What follows belongs to an exercise in optimizing a design on an open flow for small area, a short achievable clock period and few clock cycles; a production flow would make more cautious choices. Where RTL was checked, it was by simulation tests only, not by an equivalence proof against the original.

==> 03-01 <==
## piu
module piu (
    input  wire        clk,
    input  wire        rst,
    input  wire        req_valid,
    input  wire        req_write,
    input  wire [2:0]  req_addr,
    input  wire [31:0] req_wdata,
    output wire        req_ready,
    output reg         rsp_valid,
    output reg  [31:0] rsp_data,
    output wire        mem_en,
    output wire [10:0] mem_addr,
    input  wire [63:0] mem_rdata
);
clock: 10.0 ns
lec_check: 0
abc_area: 1
cap_margin: 20
core_margin: 2
core_utilization: 40
gpl_timing_driven: 1
setup_slack_margin: 5
slew_margin: 20
tns_end_percent: 100
run.sh (not shown) runs the stock make flow with config.mk's settings and CLKGATE_MAP_FILE= SYNTH_SCRIPT=/design/flow/synth_recipe.tcl, a recipe that flattens the netlist after the stock synthesis.
==> inputs of 06-14, as changes to 03-01 <==
--- a/flow/design.v
+++ b/flow/design.v
@@ -67,17 +67,16 @@
     reg [17:0] dq;          
     reg [5:0]  rem;         
     reg [3:0]  dcnt;        
     reg [1:0]  chunk;       
     reg [10:0] ma;          
     reg [5:0]  sh;          
     reg [2:0]  top;         
     reg [2:0]  rd_sel;
-    reg        use_ma;      
     assign req_ready = rdy;
     always @(*) begin
         case (rd_sel)
             A_PLEN:   rsp_data = plen;
             A_DLEN:   rsp_data = {20'd0, dlen};
             A_WIDTH:  rsp_data = {26'd0, width};
             A_IDX:    rsp_data = idx;
             A_RESULT: rsp_data = result;
@@ -118,17 +117,17 @@
     wire        go    = cmdw & ~ill;
     wire [11:0] lin_bs  = req_wdata[11:0];
     wire [5:0]  lin_bio = {req_wdata[11:10], req_wdata[7:6], req_wdata[3:2]};
     wire        plen_z    = (plen == 32'd0);
     wire        dlen_z    = (dlen == 12'd0);
     wire        wpad_bad  = (width == 6'd0) | (width > 6'd32);
     wire        wspan_bad = (width > 6'd32);
     wire        idx_big   = |idx[31:17];
-    wire        idx_hmbig = (|idx[31:14]) | (idx[13] & idx[12] & idx[11]);    
+    wire        idx_hmbig = (idx >= 32'd14336);    
     wire        getok     = ~plen_z & ~dlen_z;
     wire [2:0]  ps_bs = pshift(wbs);
     wire [2:0]  ps_w  = pshift(width);
     reg  [6:0] fpw;
     always @(*) begin
         case (width)
             6'd1:  fpw = 7'd64;  6'd2:  fpw = 7'd32;  6'd3:  fpw = 7'd21;
             6'd4:  fpw = 7'd16;  6'd5:  fpw = 7'd12;  6'd6:  fpw = 7'd10;
@@ -150,36 +149,36 @@
         d7_q = dq;
         d7_r = rem[2:0];
         for (k = 0; k < 7; k = k + 1) begin
             t7   = {d7_r, d7_q[17]};
             d7_q = {d7_q[16:0], (t7 >= 4'd7)};
             d7_r = (t7 >= 4'd7) ? t7[2:0] + 3'd1 : t7[2:0];    
         end
     end
-    wire [5:0]  p2r   = {2'b00, idx[3:0] & ~(4'hF << ps)};    
+    wire [5:0]  p2r   = idx[5:0] & ~(6'h3F << ps);    
     reg  [5:0]  mul_b;
     always @(*) begin
         if (s[S_SMUL]) begin
             case (chunk)
                 2'd0:    mul_b = idx[5:0];
                 2'd1:    mul_b = idx[11:6];
                 default: mul_b = {1'b0, idx[16:12]};
             endcase
         end else mul_b = p2 ? p2r : rem;
     end
     wire [11:0] prod = width * mul_b;
     wire [11:0] tmp  = {ma[5:0], rem};
     wire [17:0] acc_sum = dq + (chunk == 2'd1 ? {6'd0, tmp} : {tmp, 6'd0});
+    wire [17:0] pq     = p2 ? {1'b0, idx[16:0] >> ps} : dq;    
+    wire        povf   = pq >= {6'd0, dlen};
     wire [6:0]  send   = {1'b0, sh} + {1'b0, width};
     wire        scross = send > 7'd64;
     wire [11:0] dlm1   = dlen - 12'd1;
-    wire [12:0] dlw    = {1'b0, dlen} - {1'b0, dq[11:0]};
-    wire        povf   = (|dq[17:12]) | dlw[12] | (dlw[11:0] == 12'd0);
-    wire        strunc = povf | (scross & (dlw == 13'd1));
+    wire        strunc = (dq >= {6'd0, dlen}) | (scross & (dq >= {6'd0, dlm1}));
     wire [10:0] q7     = dq[10:0];
     wire [2:0]  r7     = rem[2:0];
     wire        hm_out = (q7 > ma) | ((q7 == ma) & (r7 >= top));
     wire [14:0] hm_l   = {ma, top} - {4'd0, ma};
     reg  [2:0] wtop;
     integer j;
     always @(*) begin
         wtop = 3'd0;
@@ -201,17 +200,17 @@
             fmask[b]  = fw[5] | (b < fw[4:0]);
             lomask[b] = ~sh[5] | (b <= nsh);         
         end
     end
     wire [31:0] emask = fmask & (s[S_DAT2] ? ~lomask : lomask);
     wire [31:0] ext   = (rot & emask) | (result & {32{s[S_DAT2]}});
     wire [9:0]  hmv = {1'b0, result[8:0]} - 10'd65;
     assign mem_en   = s[S_PRD] | s[S_SRD] | s[S_HRD] | s[S_HPRD] | (s[S_DATA] & xw);
-    assign mem_addr = use_ma ? ma : dq[10:0];
+    assign mem_addr = s[S_PRD] ? pq[10:0] : ((s[S_SRD] | s[S_HPRD]) ? dq[10:0] : ma);
     wire smul_done = (chunk == 2'd0) & (idx[16:6] == 11'd0);
     wire sacc_done = (chunk == 2'd2) | (idx[16:12] == 5'd0);
     wire hsc_done  = (wtop != 3'd0) | (ma == 11'd0);
     reg [NS-1:0] ns;
     always @(*) begin
         ns = s;
         if (s[S_DIV] & (dcnt == 4'd1)) ns = 1 << S_PRD;
         if (s[S_PRD])  ns = povf ? (1 << S_IDLE) : (1 << S_DATA);
@@ -253,17 +252,17 @@
             st      <= 7'd0;
         end else begin
             if (op_clr) begin
                 plen    <= 32'd0;
                 dlen    <= 12'd0;
                 genfull <= 1'b0;
             end else if (wr) begin
                 if (req_addr == A_PLEN) plen <= req_wdata;
-                if (req_addr == A_DLEN) dlen <= ((|req_wdata[31:12]) | (req_wdata[11] & (|req_wdata[10:0]))) ? 12'd2048 : req_wdata[11:0];
+                if (req_addr == A_DLEN) dlen <= (req_wdata > 32'd2048) ? 12'd2048 : req_wdata[11:0];
                 if (req_addr == A_CTRL) genfull <= req_wdata[0];
             end
             if (op_clr) width <= 6'd0;
             else if (wr & (req_addr == A_WIDTH)) width <= (|req_wdata[31:6]) ? 6'd63 : req_wdata[5:0];
             else if (go & (((op == 4'h8) & getok) | ((op == 4'h2) & ~plen_z))) width <= wbs;
             else if (go & (((op == 4'h9) & getok) | ((op == 4'h3) & ~plen_z))) width <= wbio;
             if (op_clr) idx <= 32'd0;
             else if (wr & (req_addr == A_IDX)) idx <= req_wdata;
@@ -293,22 +292,20 @@
                 endcase
             end
         end
     end
     always @(posedge clk) begin
         if (rst) begin
             s         <= 1 << S_IDLE;
             rdy       <= 1'b1;
-            use_ma    <= 1'b0;
             rsp_valid <= 1'b0;
         end else begin
             s         <= ns;
             rdy       <= rdy_n;
-            use_ma    <= ns[S_HRD] | ns[S_DATA];
             rsp_valid <= acc & ~req_write;
         end
     end
     always @(posedge clk) begin
         if (acc) rd_sel <= req_addr;
         if (cmdw) begin
             chk   <= (op == 4'h8) | (op == 4'h9) | (op == 4'hA);
             hm    <= (op == 4'hC);
@@ -316,24 +313,21 @@
             xw    <= 1'b0;
             chunk <= 2'd0;
             ps    <= (op == 4'h8) ? ps_bs : ps_w;
             p2    <= (op == 4'h8) ? (ps_bs != 3'd0) : (ps_w != 3'd0);
             top   <= 3'd0;
             ma    <= dlen_z ? 11'd0 : dlm1[10:0];
             rem   <= 6'd0;
             if (op == 4'h8) begin
-                dq   <= (ps_bs != 3'd0) ? {6'd0, lin_bs >> ps_bs} : {lin_bs, 6'd0};
+                dq   <= {lin_bs, 6'd0};
                 dcnt <= 4'd6;
             end else if (op == 4'hC) begin
                 dq   <= {idx[13:0], 4'd0};
                 dcnt <= 4'd2;
-            end else if (ps_w != 3'd0) begin
-                dq   <= {1'b0, idx[16:0] >> ps_w};
-                dcnt <= 4'd6;
             end else if (idx[16:12] == 5'd0) begin
                 dq   <= {idx[11:0], 6'd0};
                 dcnt <= 4'd6;
             end else begin
                 dq   <= {1'b0, idx[16:0]};
                 dcnt <= 4'd9;
             end
         end else begin
==> flow/flow/run.sh (new file) <==
#!/bin/bash
set -euo pipefail
sed -E 's/SETUP_SLACK_MARGIN=[0-9.]+/SETUP_SLACK_MARGIN=6.5/' standard.sh > standard_margin.sh
bash standard_margin.sh > standard.log 2>&1
==> flow/standard.sh (new file) <==
#!/bin/bash
# synth_recipe.tcl (not shown) runs the flow's synth.tcl, then flattens the netlist and writes it again
# the make line also repeats each setting of config.mk as NAME=value (left out here)
make -C /OpenROAD-flow-scripts/flow DESIGN_CONFIG=/design/flow/config.mk WORK_HOME=/design/flow/orfs CLKGATE_MAP_FILE= SYNTH_SCRIPT=/design/flow/synth_recipe.tcl "${@:-finish}"
removed: flow/run.sh
==> inputs of 07-18, as changes to 03-01 <==
--- a/flow/design.v
+++ b/flow/design.v
@@ -67,17 +67,16 @@
     reg [17:0] dq;          
     reg [5:0]  rem;         
     reg [3:0]  dcnt;        
     reg [1:0]  chunk;       
     reg [10:0] ma;          
     reg [5:0]  sh;          
     reg [2:0]  top;         
     reg [2:0]  rd_sel;
-    reg        use_ma;      
     assign req_ready = rdy;
     always @(*) begin
         case (rd_sel)
             A_PLEN:   rsp_data = plen;
             A_DLEN:   rsp_data = {20'd0, dlen};
             A_WIDTH:  rsp_data = {26'd0, width};
             A_IDX:    rsp_data = idx;
             A_RESULT: rsp_data = result;
@@ -118,17 +117,17 @@
     wire        go    = cmdw & ~ill;
     wire [11:0] lin_bs  = req_wdata[11:0];
     wire [5:0]  lin_bio = {req_wdata[11:10], req_wdata[7:6], req_wdata[3:2]};
     wire        plen_z    = (plen == 32'd0);
     wire        dlen_z    = (dlen == 12'd0);
     wire        wpad_bad  = (width == 6'd0) | (width > 6'd32);
     wire        wspan_bad = (width > 6'd32);
     wire        idx_big   = |idx[31:17];
-    wire        idx_hmbig = (|idx[31:14]) | (idx[13] & idx[12] & idx[11]);    
+    wire        idx_hmbig = (idx >= 32'd14336);    
     wire        getok     = ~plen_z & ~dlen_z;
     wire [2:0]  ps_bs = pshift(wbs);
     wire [2:0]  ps_w  = pshift(width);
     reg  [6:0] fpw;
     always @(*) begin
         case (width)
             6'd1:  fpw = 7'd64;  6'd2:  fpw = 7'd32;  6'd3:  fpw = 7'd21;
             6'd4:  fpw = 7'd16;  6'd5:  fpw = 7'd12;  6'd6:  fpw = 7'd10;
@@ -150,36 +149,36 @@
         d7_q = dq;
         d7_r = rem[2:0];
         for (k = 0; k < 7; k = k + 1) begin
             t7   = {d7_r, d7_q[17]};
             d7_q = {d7_q[16:0], (t7 >= 4'd7)};
             d7_r = (t7 >= 4'd7) ? t7[2:0] + 3'd1 : t7[2:0];    
         end
     end
-    wire [5:0]  p2r   = {2'b00, idx[3:0] & ~(4'hF << ps)};    
+    wire [5:0]  p2r   = idx[5:0] & ~(6'h3F << ps);    
     reg  [5:0]  mul_b;
     always @(*) begin
         if (s[S_SMUL]) begin
             case (chunk)
                 2'd0:    mul_b = idx[5:0];
                 2'd1:    mul_b = idx[11:6];
                 default: mul_b = {1'b0, idx[16:12]};
             endcase
         end else mul_b = p2 ? p2r : rem;
     end
     wire [11:0] prod = width * mul_b;
     wire [11:0] tmp  = {ma[5:0], rem};
     wire [17:0] acc_sum = dq + (chunk == 2'd1 ? {6'd0, tmp} : {tmp, 6'd0});
+    wire [17:0] pq     = p2 ? {1'b0, idx[16:0] >> ps} : dq;    
+    wire        povf   = pq >= {6'd0, dlen};
     wire [6:0]  send   = {1'b0, sh} + {1'b0, width};
     wire        scross = send > 7'd64;
     wire [11:0] dlm1   = dlen - 12'd1;
-    wire [12:0] dlw    = {1'b0, dlen} - {1'b0, dq[11:0]};
-    wire        povf   = (|dq[17:12]) | dlw[12] | (dlw[11:0] == 12'd0);
-    wire        strunc = povf | (scross & (dlw == 13'd1));
+    wire        strunc = (dq >= {6'd0, dlen}) | (scross & (dq >= {6'd0, dlm1}));
     wire [10:0] q7     = dq[10:0];
     wire [2:0]  r7     = rem[2:0];
     wire        hm_out = (q7 > ma) | ((q7 == ma) & (r7 >= top));
     wire [14:0] hm_l   = {ma, top} - {4'd0, ma};
     reg  [2:0] wtop;
     integer j;
     always @(*) begin
         wtop = 3'd0;
@@ -201,17 +200,17 @@
             fmask[b]  = fw[5] | (b < fw[4:0]);
             lomask[b] = ~sh[5] | (b <= nsh);         
         end
     end
     wire [31:0] emask = fmask & (s[S_DAT2] ? ~lomask : lomask);
     wire [31:0] ext   = (rot & emask) | (result & {32{s[S_DAT2]}});
     wire [9:0]  hmv = {1'b0, result[8:0]} - 10'd65;
     assign mem_en   = s[S_PRD] | s[S_SRD] | s[S_HRD] | s[S_HPRD] | (s[S_DATA] & xw);
-    assign mem_addr = use_ma ? ma : dq[10:0];
+    assign mem_addr = s[S_PRD] ? pq[10:0] : ((s[S_SRD] | s[S_HPRD]) ? dq[10:0] : ma);
     wire smul_done = (chunk == 2'd0) & (idx[16:6] == 11'd0);
     wire sacc_done = (chunk == 2'd2) | (idx[16:12] == 5'd0);
     wire hsc_done  = (wtop != 3'd0) | (ma == 11'd0);
     reg [NS-1:0] ns;
     always @(*) begin
         ns = s;
         if (s[S_DIV] & (dcnt == 4'd1)) ns = 1 << S_PRD;
         if (s[S_PRD])  ns = povf ? (1 << S_IDLE) : (1 << S_DATA);
@@ -253,17 +252,17 @@
             st      <= 7'd0;
         end else begin
             if (op_clr) begin
                 plen    <= 32'd0;
                 dlen    <= 12'd0;
                 genfull <= 1'b0;
             end else if (wr) begin
                 if (req_addr == A_PLEN) plen <= req_wdata;
-                if (req_addr == A_DLEN) dlen <= ((|req_wdata[31:12]) | (req_wdata[11] & (|req_wdata[10:0]))) ? 12'd2048 : req_wdata[11:0];
+                if (req_addr == A_DLEN) dlen <= (req_wdata > 32'd2048) ? 12'd2048 : req_wdata[11:0];
                 if (req_addr == A_CTRL) genfull <= req_wdata[0];
             end
             if (op_clr) width <= 6'd0;
             else if (wr & (req_addr == A_WIDTH)) width <= (|req_wdata[31:6]) ? 6'd63 : req_wdata[5:0];
             else if (go & (((op == 4'h8) & getok) | ((op == 4'h2) & ~plen_z))) width <= wbs;
             else if (go & (((op == 4'h9) & getok) | ((op == 4'h3) & ~plen_z))) width <= wbio;
             if (op_clr) idx <= 32'd0;
             else if (wr & (req_addr == A_IDX)) idx <= req_wdata;
@@ -293,22 +292,20 @@
                 endcase
             end
         end
     end
     always @(posedge clk) begin
         if (rst) begin
             s         <= 1 << S_IDLE;
             rdy       <= 1'b1;
-            use_ma    <= 1'b0;
             rsp_valid <= 1'b0;
         end else begin
             s         <= ns;
             rdy       <= rdy_n;
-            use_ma    <= ns[S_HRD] | ns[S_DATA];
             rsp_valid <= acc & ~req_write;
         end
     end
     always @(posedge clk) begin
         if (acc) rd_sel <= req_addr;
         if (cmdw) begin
             chk   <= (op == 4'h8) | (op == 4'h9) | (op == 4'hA);
             hm    <= (op == 4'hC);
@@ -316,24 +313,21 @@
             xw    <= 1'b0;
             chunk <= 2'd0;
             ps    <= (op == 4'h8) ? ps_bs : ps_w;
             p2    <= (op == 4'h8) ? (ps_bs != 3'd0) : (ps_w != 3'd0);
             top   <= 3'd0;
             ma    <= dlen_z ? 11'd0 : dlm1[10:0];
             rem   <= 6'd0;
             if (op == 4'h8) begin
-                dq   <= (ps_bs != 3'd0) ? {6'd0, lin_bs >> ps_bs} : {lin_bs, 6'd0};
+                dq   <= {lin_bs, 6'd0};
                 dcnt <= 4'd6;
             end else if (op == 4'hC) begin
                 dq   <= {idx[13:0], 4'd0};
                 dcnt <= 4'd2;
-            end else if (ps_w != 3'd0) begin
-                dq   <= {1'b0, idx[16:0] >> ps_w};
-                dcnt <= 4'd6;
             end else if (idx[16:12] == 5'd0) begin
                 dq   <= {idx[11:0], 6'd0};
                 dcnt <= 4'd6;
             end else begin
                 dq   <= {1'b0, idx[16:0]};
                 dcnt <= 4'd9;
             end
         end else begin
- GPL_TIMING_DRIVEN: 1 -> default
- SETUP_SLACK_MARGIN: 5 -> default
- TNS_END_PERCENT: 100 -> default
==> inputs of 02-22, as changes to 03-01 <==
--- a/flow/design.v
+++ b/flow/design.v
@@ -1,26 +1,36 @@
-module piu_div #(parameter STEPS = 2) (
+module piu_div (
     input  wire [17:0] dq_i,
     input  wire [5:0]  rem_i,
-    input  wire [6:0]  d,
+    input  wire [6:0]  d,        
+    input  wire [7:0]  d3,       
     output reg  [17:0] dq_o,
     output reg  [5:0]  rem_o
 );
-    reg [6:0] t;
-    reg [7:0] df;
+    reg [7:0] t;
+    reg [8:0] s1, s2, s3;
     integer k;
     always @(*) begin
         dq_o  = dq_i;
         rem_o = rem_i;
-        for (k = 0; k < STEPS; k = k + 1) begin
-            t     = {rem_o, dq_o[17]};
-            df    = {1'b0, t} - {1'b0, d};
-            dq_o  = {dq_o[16:0], ~df[7]};
-            rem_o = df[7] ? t[5:0] : df[5:0];
+        for (k = 0; k < 2; k = k + 1) begin
+            t  = {rem_o, dq_o[17:16]};
+            s1 = {1'b0, t} - {2'b0, d};
+            s2 = {1'b0, t} - {1'b0, d, 1'b0};
+            s3 = {1'b0, t} - {1'b0, d3};
+            if (!s3[8]) begin
+                rem_o = s3[5:0]; dq_o = {dq_o[15:0], 2'd3};
+            end else if (!s2[8]) begin
+                rem_o = s2[5:0]; dq_o = {dq_o[15:0], 2'd2};
+            end else if (!s1[8]) begin
+                rem_o = s1[5:0]; dq_o = {dq_o[15:0], 2'd1};
+            end else begin
+                rem_o = t[5:0];  dq_o = {dq_o[15:0], 2'd0};
+            end
         end
     end
 endmodule
 module piu (
     input  wire        clk,
     input  wire        rst,
     input  wire        req_valid,
     input  wire        req_write,
@@ -66,30 +76,27 @@
     reg [2:0]  ps;          
     reg [17:0] dq;          
     reg [5:0]  rem;         
     reg [3:0]  dcnt;        
     reg [1:0]  chunk;       
     reg [10:0] ma;          
     reg [5:0]  sh;          
     reg [2:0]  top;         
-    reg [2:0]  rd_sel;
+    reg [6:0]  rsel;        
     reg        use_ma;      
     assign req_ready = rdy;
     always @(*) begin
-        case (rd_sel)
-            A_PLEN:   rsp_data = plen;
-            A_DLEN:   rsp_data = {20'd0, dlen};
-            A_WIDTH:  rsp_data = {26'd0, width};
-            A_IDX:    rsp_data = idx;
-            A_RESULT: rsp_data = result;
-            A_STATUS: rsp_data = {25'd0, st};
-            A_CTRL:   rsp_data = {31'd0, genfull};
-            default:  rsp_data = 32'd0;
-        endcase
+        rsp_data = ({32{rsel[A_PLEN]}}   & plen) |
+                   ({32{rsel[A_DLEN]}}   & {20'd0, dlen}) |
+                   ({32{rsel[A_WIDTH]}}  & {26'd0, width}) |
+                   ({32{rsel[A_IDX]}}    & idx) |
+                   ({32{rsel[A_RESULT]}} & result) |
+                   ({32{rsel[A_STATUS]}} & {25'd0, st}) |
+                   ({32{rsel[A_CTRL]}}   & {31'd0, genfull});
     end
     function [5:0] bitlen;
         input [31:0] n;
         integer i;
         begin
             bitlen = 6'd0;
             for (i = 0; i < 32; i = i + 1)
                 if (n[i]) bitlen = i[5:0] + 6'd1;
@@ -136,43 +143,44 @@
             6'd10: fpw = 7'd6;   6'd11: fpw = 7'd5;   6'd12: fpw = 7'd5;
             6'd13, 6'd14, 6'd15, 6'd16: fpw = 7'd4;
             6'd17, 6'd18, 6'd19, 6'd20, 6'd21: fpw = 7'd3;
             default: fpw = 7'd2;
         endcase
     end
     wire [17:0] dv_q;
     wire [5:0]  dv_r;
-    piu_div #(.STEPS(2)) u_div (.dq_i(dq), .rem_i(rem), .d(fpw), .dq_o(dv_q), .rem_o(dv_r));
+    reg  [7:0] fpw3;
+    always @(*) begin
+        case (width)
+            6'd1:  fpw3 = 8'd192; 6'd2:  fpw3 = 8'd96;  6'd3:  fpw3 = 8'd63;
+            6'd4:  fpw3 = 8'd48;  6'd5:  fpw3 = 8'd36;  6'd6:  fpw3 = 8'd30;
+            6'd7:  fpw3 = 8'd27;  6'd8:  fpw3 = 8'd24;  6'd9:  fpw3 = 8'd21;
+            6'd10: fpw3 = 8'd18;  6'd11: fpw3 = 8'd15;  6'd12: fpw3 = 8'd15;
+            6'd13, 6'd14, 6'd15, 6'd16: fpw3 = 8'd12;
+            6'd17, 6'd18, 6'd19, 6'd20, 6'd21: fpw3 = 8'd9;
+            default: fpw3 = 8'd6;
+        endcase
+    end
+    piu_div u_div (.dq_i(dq), .rem_i(rem), .d(fpw), .d3(fpw3), .dq_o(dv_q), .rem_o(dv_r));
     reg [17:0] d7_q;
     reg [2:0]  d7_r;
     reg [3:0]  t7;
     integer k;
     always @(*) begin
         d7_q = dq;
         d7_r = rem[2:0];
         for (k = 0; k < 7; k = k + 1) begin
             t7   = {d7_r, d7_q[17]};
             d7_q = {d7_q[16:0], (t7 >= 4'd7)};
             d7_r = (t7 >= 4'd7) ? t7[2:0] + 3'd1 : t7[2:0];    
         end
     end
-    wire [5:0]  p2r   = {2'b00, idx[3:0] & ~(4'hF << ps)};    
-    reg  [5:0]  mul_b;
-    always @(*) begin
-        if (s[S_SMUL]) begin
-            case (chunk)
-                2'd0:    mul_b = idx[5:0];
-                2'd1:    mul_b = idx[11:6];
-                default: mul_b = {1'b0, idx[16:12]};
-            endcase
-        end else mul_b = p2 ? p2r : rem;
-    end
-    wire [11:0] prod = width * mul_b;
-    wire [11:0] tmp  = {ma[5:0], rem};
+    wire [11:0] prod = width * rem;
+    wire [11:0] tmp  = {top[0], ma};
     wire [17:0] acc_sum = dq + (chunk == 2'd1 ? {6'd0, tmp} : {tmp, 6'd0});
     wire [6:0]  send   = {1'b0, sh} + {1'b0, width};
     wire        scross = send > 7'd64;
     wire [11:0] dlm1   = dlen - 12'd1;
     wire [12:0] dlw    = {1'b0, dlen} - {1'b0, dq[11:0]};
     wire        povf   = (|dq[17:12]) | dlw[12] | (dlw[11:0] == 12'd0);
     wire        strunc = povf | (scross & (dlw == 13'd1));
     wire [10:0] q7     = dq[10:0];
@@ -303,43 +311,60 @@
         end else begin
             s         <= ns;
             rdy       <= rdy_n;
             use_ma    <= ns[S_HRD] | ns[S_DATA];
             rsp_valid <= acc & ~req_write;
         end
     end
     always @(posedge clk) begin
-        if (acc) rd_sel <= req_addr;
+        if (acc) begin
+            rsel[0] <= (req_addr == 3'd0); rsel[1] <= (req_addr == 3'd1);
+            rsel[2] <= (req_addr == 3'd2); rsel[3] <= (req_addr == 3'd3);
+            rsel[4] <= (req_addr == 3'd4); rsel[5] <= (req_addr == 3'd5);
+            rsel[6] <= (req_addr == 3'd6);
+        end
         if (cmdw) begin
             chk   <= (op == 4'h8) | (op == 4'h9) | (op == 4'hA);
             hm    <= (op == 4'hC);
             hml   <= (op == 4'hD);
             xw    <= 1'b0;
             chunk <= 2'd0;
             ps    <= (op == 4'h8) ? ps_bs : ps_w;
             p2    <= (op == 4'h8) ? (ps_bs != 3'd0) : (ps_w != 3'd0);
             top   <= 3'd0;
             ma    <= dlen_z ? 11'd0 : dlm1[10:0];
-            rem   <= 6'd0;
             if (op == 4'h8) begin
-                dq   <= (ps_bs != 3'd0) ? {6'd0, lin_bs >> ps_bs} : {lin_bs, 6'd0};
-                dcnt <= 4'd6;
+                if (ps_bs != 3'd0) begin
+                    dq  <= {6'd0, lin_bs >> ps_bs};
+                    rem <= {2'd0, lin_bs[3:0] & ~(4'hF << ps_bs)};
+                end else begin
+                    dq  <= {lin_bs, 6'd0};
+                    rem <= 6'd0;
+                end
+                dcnt <= 4'd3;
+            end else if (op == 4'h9) begin
+                rem  <= lin_bio;
             end else if (op == 4'hC) begin
                 dq   <= {idx[13:0], 4'd0};
+                rem  <= 6'd0;
                 dcnt <= 4'd2;
+            end else if (op == 4'h7) begin
+                rem  <= idx[5:0];
             end else if (ps_w != 3'd0) begin
                 dq   <= {1'b0, idx[16:0] >> ps_w};
-                dcnt <= 4'd6;
+                rem  <= {2'd0, idx[3:0] & ~(4'hF << ps_w)};
             end else if (idx[16:12] == 5'd0) begin
                 dq   <= {idx[11:0], 6'd0};
-                dcnt <= 4'd6;
+                rem  <= 6'd0;
+                dcnt <= 4'd3;
             end else begin
-                dq   <= {1'b0, idx[16:0]};
-                dcnt <= 4'd9;
+                dq   <= {idx[15:0], 2'd0};
+                rem  <= {5'd0, idx[16]};
+                dcnt <= 4'd4;
             end
         end else begin
             if (s[S_DIV]) begin
                 dq   <= dv_q;
                 rem  <= dv_r;
                 dcnt <= dcnt - 4'd1;
             end
             if ((s[S_HRD] | s[S_HSC]) & (dcnt != 4'd0)) begin
@@ -349,19 +374,20 @@
             end
             if (s[S_PRD]) sh <= prod[5:0];
             if (s[S_HPRD]) sh <= {r7, 3'd0} + {3'd0, r7};
             if (s[S_SMUL]) begin
                 if (chunk == 2'd0) begin
                     sh    <= prod[5:0];
                     dq    <= {12'd0, prod[11:6]};
                     chunk <= 2'd1;
+                    rem   <= idx[11:6];
                 end else begin
-                    ma[5:0] <= prod[11:6];
-                    rem     <= prod[5:0];
+                    {top[0], ma} <= prod;
+                    rem          <= {1'b0, idx[16:12]};
                 end
             end
             if (s[S_SACC]) begin
                 dq    <= acc_sum;
                 chunk <= 2'd2;
             end
             if (s[S_SRD]) begin
                 xw <= scross;
==> flow/flow/run.sh (new file) <==
#!/bin/bash
# The standard layout (standard.sh, unchanged steps and settings), with
# the port buffers made from sky130_fd_sc_hd__buf_2 instead of the delay
# cells buffer_ports picks by default. Every port still gets its buffer.
set -euo pipefail
sed -E 's/^(make .*) "\$\{@:-finish\}"$/\1 "BUFFER_PORTS_ARGS=-buffer_cell sky130_fd_sc_hd__buf_2" "${@:-finish}"/' standard.sh > standard_ports.sh
grep -q 'BUFFER_PORTS_ARGS' standard_ports.sh
bash standard_ports.sh > standard.log 2>&1
==> flow/standard.sh (new file) <==
#!/bin/bash
# synth_recipe.tcl (not shown) runs the flow's synth.tcl, then flattens the netlist and writes it again
# the make line also repeats each setting of config.mk as NAME=value (left out here)
make -C /OpenROAD-flow-scripts/flow DESIGN_CONFIG=/design/flow/config.mk WORK_HOME=/design/flow/orfs CLKGATE_MAP_FILE= SYNTH_SCRIPT=/design/flow/synth_recipe.tcl "${@:-finish}"
removed: flow/run.sh
==> metrics.md <==
| Metric | Value |
|---|---|
| Status | `timing/DRC/antenna clean` |
| Non-clk invs | `541` |
| Synth top area cells | `dfxtp_1, nand2_1, ha_1` |
| FF-to-FF End | `dq[0]` |
| Routability cong. | `1.028` |
| Met3 layer usage reported by global route | `7.782%` |
| Fillcell total | `6697` |
| Yosys top cell area share | `13.97%` |
| Placed cell count | `4777` |
(the above is from 02-22)
==> metrics.md <==
| Metric | Value |
|---|---|
| Synth top area cells | `dfxtp_1, nand2_1, ha_1` |
| FF-to-FF End | `dq[4]` |
| Met3 layer usage reported by global route | `7.050%` |
| Status | `timing/DRC/antenna clean` |
| Fillcell total | `5344` |
| Yosys top cell area share | `16.57%` |
| Most numerous cell in the Yosys netlist | `nand2_1` |
| Placed cell count | `4495` |
(the above is from 06-14)
==> metrics.md <==
| Metric | Value |
|---|---|
| Status | `timing/DRC/antenna clean` |
| Fillcell total | `6066` |
| Synth top area cells | `dfxtp_1, nand2_1, o21ai_0` |
| Placed cell count | `4502` |
(the above is from 03-01)
==> metrics.md <==
| Metric | Value |
|---|---|
| Non-clk invs | `467` |
| Synth top area cells | `dfxtp_1, nand2_1, ha_1` |
| Met3 layer usage reported by global route | `6.092%` |
| Fillcell total | `6146` |
| FF-to-FF End | `ma[4]` |
| Status | `timing/DRC/antenna clean` |
(the above is from 07-18)
Testbench counts of 06-14, summed over its fixed seeds: cycles 18,215.
Testbench counts of 07-18, summed over its fixed seeds: cycles 18,215.
Testbench counts of 02-22, summed over its fixed seeds: cycles 16,183.
Only the layout flow was run in 03-01; the RTL was not checked for function there.

port drivers added, routing unchanged:
Ports are ideal in the flow. The routed layouts listed here were re-timed in OpenROAD.
Step 1 sets driving cells, clkbuf_16 on the clock port and buf_2 on the other inputs (assumed; they add their load-dependent delay and slew).
Step 2 also shifts input and output timing later by t, the mid clock arrival at the registers, as if the neighbouring blocks saw the same clock.
Three values: ideal ports, drivers, drivers and shift; two values: the first two.
| run | shift t [ns] | setup WS [ns] | hold slack, ns | slew at the worst register clock pin (ns) | pins driven straight from the clock port |
|---|---|---|---|---|---|
| 03-01 | 0.630 | 5.060 / 4.998 / 4.630 | 0.461 / 0.461 / 0.461 | 0.07 / 0.07 | 1 |
| 06-14 | 0.632 | 5.221 / 5.221 / 5.047 | 0.485 / 0.485 / 0.485 | 0.07 / 0.07 | 1 |
| 07-18 | 0.622 | 3.803 / 3.803 / 3.803 | 0.467 / 0.467 / 0.467 | 0.07 / 0.07 | 1 |
| 02-22 | 0.639 | 5.131 / 5.078 / 4.555 | 0.457 / 0.457 / 0.457 | 0.06 / 0.06 | 1 |
After both steps every run listed still meets setup and hold. The setup slack of 02-22, which loses most, moves by -0.053 ns with the drivers and by -0.576 ns with both steps.
